Context: an optimization exercise on an open-source flow, tuned for small area, a short achievable clock period and few clock cycles. The choices shown serve that exercise and are no tape-out recipe. Where RTL was checked, it was by simulation tests only, not by an equivalence proof against the original. Power and IR drop assume default switching activity.

== zinc ==
==> flow/design.v (excerpt) <==
module polyline_codec (
    input  wire        clk,
    input  wire        rst,
    input  wire        enc_in_valid,
    output wire        enc_in_ready,
    input  wire [64:0] enc_in_data,
    output wire        enc_out_valid,
    input  wire        enc_out_ready,
    output wire [8:0]  enc_out_data,
    input  wire        dec_in_valid,
    output wire        dec_in_ready,
    input  wire [8:0]  dec_in_data,
    output wire        dec_out_valid,
    input  wire        dec_out_ready,
    output wire [65:0] dec_out_data
);
    plenc u_enc (
        .clk(clk), .rst(rst),
        .in_valid(enc_in_valid), .in_ready(enc_in_ready), .in_data(enc_in_data),
        .out_valid(enc_out_valid), .out_ready(enc_out_ready), .out_data(enc_out_data)
    );
    pldec u_dec (
        .clk(clk), .rst(rst),
        .in_valid(dec_in_valid), .in_ready(dec_in_ready), .in_data(dec_in_data),
        .out_valid(dec_out_valid), .out_ready(dec_out_ready), .out_data(dec_out_data)
    );
endmodule
For scale: ~300 flip-flops, roughly 160 I/O pins.
clock: 5.0 ns
lec_check: 0
cap_margin: 20
core_margin: 2
core_utilization: 40
place_density: 0.6
setup_slack_margin: 1.5
slew_margin: 20
run.sh (not shown) runs the stock make flow with config.mk's settings and CLKGATE_MAP_FILE= SYNTH_SCRIPT=/design/flow/synth_recipe.tcl, a recipe that flattens the netlist after the stock synthesis.
In summary, zinc completed successfully, with a layout that passed the timing, DRC and antenna checks.
The following lists how ember was set up differently from zinc:
==> flow/flow/run.sh (new file) <==
#!/bin/bash
# The standard layout, with every port buffered by a buf_1 instead of the
# buffer buffer_ports picks by default. Each tool's full output is in
# orfs/logs/; make's own output is in make.log.
set -euo pipefail
export BUFFER_PORTS_ARGS="-buffer_cell sky130_fd_sc_hd__buf_1"
bash standard.sh > make.log 2>&1
==> flow/standard.sh (new file) <==
#!/bin/bash
# synth_recipe.tcl (not shown) runs the flow's synth.tcl, then flattens the netlist and writes it again
# the make line also repeats each setting of config.mk as NAME=value (left out here)
make -C /OpenROAD-flow-scripts/flow DESIGN_CONFIG=/design/flow/config.mk WORK_HOME=/design/flow/orfs CLKGATE_MAP_FILE= SYNTH_SCRIPT=/design/flow/synth_recipe.tcl "${@:-finish}"
-- flow/config.mk --
<<< zinc, line 10
export CORE_UTILIZATION = 40
export PLACE_DENSITY = 0.6
export SETUP_SLACK_MARGIN = 1.5
export SLEW_MARGIN = 20
>>> ember, line 10
export CORE_UTILIZATION = 40
export CTS_BUF_LIST = sky130_fd_sc_hd__clkbuf_4
export PLACE_DENSITY = 0.6
export SETUP_SLACK_MARGIN = 2.0
export SLEW_MARGIN = 20
removed: flow/run.sh
### Flow results
- Against zinc, ember comes in 0.047 ns higher on clock skew.
- Diff zinc -> ember: sequential share of layout area has increased; post-route worst setup slack rose by 0.43 ns; total via count in the routed design rose by about 3%; global-route usage essentially unchanged.
- ember ended up with u_dec.B[26] as its end point of the critical path; zinc ended up with u_enc.va[17].
- Post-route fraction of the period consumed by the critical path: ember vs zinc down 8.6 points
- Clock transition at the registers of the reported paths delta (zinc -> ember): insignificant
Function was not checked in any run of this note: the RTL went through the layout flow alone.

---

Setup of north:
polyline_codec, a different RTL version from the one above (not shown whole).
Size in the first run: ~290 flip-flops, ~17,000 um2 of cells after synthesis.
make LEC_CHECK=0 CAP_MARGIN=20 CORE_MARGIN=2 CORE_UTILIZATION=40 PLACE_DENSITY=0.6 SLEW_MARGIN=20 finish   # period 5.0 ns
Stock flow here: none of the scripts above is used.
Testbench counts of north, summed over its fixed seeds: cycles 33,038.
[inputs] south vs north
Settings: SETUP_SLACK_MARGIN now 1.5, previously not set.
Findings:
In the final design statistics, south uses more standard cells in total than north.
south: critical path arrival is 0.74 ns lower than what north reported.
Of north and south, north shows the lower finished layout cell area, with south above it.
Routed wire length ended up 210 um lower on south than on north.
Per the final summary, south finished and its layout is clean on timing, DRC and antenna.
Relative to south, the following input files were edited for east:
Settings: a change of SETUP_SLACK_MARGIN from 1.5 to 2.5.
Notes after the runs:
- From south to east the numbers moved as follows: count of unique library cells instantiated by Yosys now sits at about the same level; worst hold slack across all endpoints now sits at about the same level; critical path required time now sits higher.

---

Another version of the RTL of polyline_codec (not shown whole).
Size: roughly 1700 cells after synthesis, about 290 flip-flops, ~15000 sq um of cells after synthesis.
export LEC_CHECK = 0
export CAP_MARGIN = 20
export CORE_MARGIN = 2
export CORE_UTILIZATION = 40
export CTS_BUF_LIST = sky130_fd_sc_hd__clkbuf_4
export CTS_CLUSTER_DIAMETER = 35
export CTS_CLUSTER_SIZE = 8
export PLACE_DENSITY = 0.6
export SETUP_SLACK_MARGIN = 2.0
export SLEW_MARGIN = 20
create_clock -name core_clock -period 5.0 [get_ports {clk}]
standard.sh (not shown) runs the stock make flow with config.mk's settings and CLKGATE_MAP_FILE= SYNTH_SCRIPT=/design/flow/synth_recipe.tcl, a recipe that flattens the netlist after the stock synthesis.
==> flow/flow/run.sh <==
#!/bin/bash
# The standard layout, with every port buffered by a buf_1 (instead of the
# buffer buffer_ports picks by default) and a clock tree built without dummy
# loads. Each tool's full output is in orfs/logs/; make's output in make.log.
set -euo pipefail
export BUFFER_PORTS_ARGS="-buffer_cell sky130_fd_sc_hd__buf_1"
export CTS_ARGS="-sink_clustering_enable -repair_clock_nets -buf_list sky130_fd_sc_hd__clkbuf_4 -sink_clustering_size 8 -sink_clustering_max_diameter 35 -dont_use_dummy_load"
bash standard.sh > make.log 2>&1
The first run produced a clean layout.
Then changed:
SETUP_SLACK_MARGIN = 1.7   (was 2.0)
Sequential share of layout area came out higher by 0.33 points.
Fmax went up slightly.
First-iteration DRC count fell slightly.
No functional check of the RTL was part of any run of this note.

---

Another version of the RTL of polyline_codec (not shown whole).
Size: roughly 1800 cells after synthesis, roughly 300 flip-flops, ~160 I/O pins, about 17000 um2 of cells after synthesis.
clock: 5.0 ns
lec_check: 0
cap_margin: 20
core_margin: 2
core_utilization: 50
cts_buf_list: sky130_fd_sc_hd__clkbuf_4
cts_cluster_diameter: 35
cts_cluster_size: 8
place_density: 0.65
setup_slack_margin: 2.4
slew_margin: 20
Scripts as last shown in full above: flow/flow/run.sh
Testbench counts at the start, summed over its fixed seeds: cycles 31,934.
Rerun with:
--- a/flow/config.mk
+++ b/flow/config.mk
@@ -8,9 +8,9 @@
 export CAP_MARGIN = 20
 export CORE_MARGIN = 2
-export CORE_UTILIZATION = 50
+export CORE_UTILIZATION = 40
 export CTS_BUF_LIST = sky130_fd_sc_hd__clkbuf_4
 export CTS_CLUSTER_DIAMETER = 35
 export CTS_CLUSTER_SIZE = 8
-export PLACE_DENSITY = 0.65
+export PLACE_DENSITY = 0.6
 export SETUP_SLACK_MARGIN = 2.4
 export SLEW_MARGIN = 20
After rerunning:
- count of clock-buffer cells in the layout rose by 8
- combinational power stays flat
- power rose by 1.7%
- die area rose by 24%
- clock skew rose by 0.031 ns
- setup slack gains 0.0059 ns
- clock power rose by about 8%
- via count rose by 0.41%
- hold slack gains 0.046 ns
- maximum frequency hardly moves
- final area rose by 0.44%
Rerun with:
--- a/flow/config.mk
+++ b/flow/config.mk
@@ -13,4 +13,4 @@
 export CTS_CLUSTER_SIZE = 8
 export PLACE_DENSITY = 0.6
-export SETUP_SLACK_MARGIN = 2.4
+export SETUP_SLACK_MARGIN = 2.2
 export SLEW_MARGIN = 20
The changed run produced a clean layout.
Clock-buffer cell count goes down by 2.
Core utilization goes down by 1.4 points.
Setup slack is worse by 0.11 ns.
Rerun with:
--- a/flow/config.mk
+++ b/flow/config.mk
@@ -8,9 +8,9 @@
 export CAP_MARGIN = 20
 export CORE_MARGIN = 2
-export CORE_UTILIZATION = 40
+export CORE_UTILIZATION = 70
 export CTS_BUF_LIST = sky130_fd_sc_hd__clkbuf_4
 export CTS_CLUSTER_DIAMETER = 35
 export CTS_CLUSTER_SIZE = 8
-export PLACE_DENSITY = 0.6
-export SETUP_SLACK_MARGIN = 2.2
+export PLACE_DENSITY = 0.8
+export SETUP_SLACK_MARGIN = 2.5
 export SLEW_MARGIN = 20
=> The changed run passed the timing, DRC and antenna checks; setup slack got worse by 0.078 ns; power grows by a few percent; core utilization grows by 39 points; global-route usage grows by 13 points.
Rerun with:
==> flow/flow/run.sh (replaced) <==
#!/bin/bash
# The standard layout, with every port buffered by a buf_1 (instead of the
# buffer buffer_ports picks by default) and a clock tree built without dummy
# loads. Each tool's full output is in orfs/logs/; make's output in make.log.
set -euo pipefail
export BUFFER_PORTS_ARGS="-buffer_cell sky130_fd_sc_hd__buf_1"
export CTS_ARGS="-sink_clustering_enable -repair_clock_nets -buf_list sky130_fd_sc_hd__clkbuf_8 -sink_clustering_size 10 -sink_clustering_max_diameter 40 -dont_use_dummy_load"
bash standard.sh > make.log 2>&1
==> flow/config.mk (replaced) <==
export PLATFORM = sky130hd
export DESIGN_NAME = polyline_codec
export DESIGN_NICKNAME = polyline_codec
export VERILOG_FILES = /design/flow/design.v
export SDC_FILE = /design/flow/constraint.sdc
export NUM_CORES = 4
export LEC_CHECK = 0
export CAP_MARGIN = 20
export CORE_MARGIN = 2
export CORE_UTILIZATION = 40
export CTS_BUF_LIST = sky130_fd_sc_hd__clkbuf_8
export CTS_CLUSTER_DIAMETER = 40
export CTS_CLUSTER_SIZE = 10
export PLACE_DENSITY = 0.6
export SETUP_SLACK_MARGIN = 2.4
export SLEW_MARGIN = 20
Outcome: First-iteration DRC count is lower by well over a third. Cell area is higher slightly. Global-route usage is lower by 13 points. Fmax is higher by a few percent. Worst setup slack improves by 0.065 ns. Die area is higher by well over a third. Routed wire length is lower by a few percent.

## separate check: timing with driven ports
In the flow no input, the clock included, has a driving cell. The finished layouts below were timed again as built, in two steps. Step 1 sets driving cells, clkbuf_16 on the clock port and buf_2 on the other inputs (assumed; they add their load-dependent delay and slew). Step 2 times the ports against the registers' clock, not the clock port: input delays grow and output delays shrink by t, the midpoint of the rising clock arrivals with the driver on. Slacks: ideal / step 1 / step 2; pairs: ideal / step 1.
run | t (ns) | slack for setup (ns) | hold WS [ns] | worst setup path at the end | slew at the worst register clock pin (ns)
zinc | 0.591 | 1.608 / 1.613 / 1.022 | 0.468 / 0.468 / 0.468 | input to register | 0.06 / 0.06
ember | 0.823 | 2.039 / 2.039 / 1.254 | 0.447 / 0.447 / 0.447 | input to register | 0.08 / 0.08
north | 0.590 | 0.896 / 0.912 / 0.322 | 0.468 / 0.468 / 0.468 | input to register | 0.07 / 0.07
south | 0.595 | 1.608 / 1.632 / 1.042 | 0.469 / 0.469 / 0.469 | input to register | 0.06 / 0.06
east | 0.604 | 1.945 / 1.945 / 1.341 | 0.468 / 0.468 / 0.468 | input to register | 0.06 / 0.06
the first run of note 3 | 0.825 | 1.431 / 1.431 / 0.864 | 0.449 / 0.447 / 0.449 | input to register | 0.09 / 0.09
the second run of note 3 | 0.808 | 1.483 / 1.483 / 0.884 | 0.449 / 0.420 / 0.460 | input to register | 0.09 / 0.09
the first run of note 4 | 0.811 | 2.245 / 2.245 / 1.534 | 0.416 / 0.392 / 0.429 | input to register | 0.09 / 0.09
the second run of note 4 | 0.758 | 2.251 / 2.252 / 1.500 | 0.462 / 0.438 / 0.467 | input to register | 0.09 / 0.09
the third run of note 4 | 0.766 | 2.141 / 2.169 / 1.404 | 0.453 / 0.440 / 0.453 | input to register | 0.09 / 0.09
the fourth run of note 4 | 0.703 | 2.063 / 2.063 / 1.474 | 0.464 / 0.464 / 0.464 | input to register | 0.10 / 0.10
the fifth run of note 4 | 0.650 | 2.128 / 2.137 / 1.486 | 0.449 / 0.449 / 0.449 | input to register | 0.07 / 0.07
After both steps setup and hold are still met in every run listed. The setup slack of ember, which loses most, moves by 0.000 ns with the drivers and by -0.785 ns with both steps.
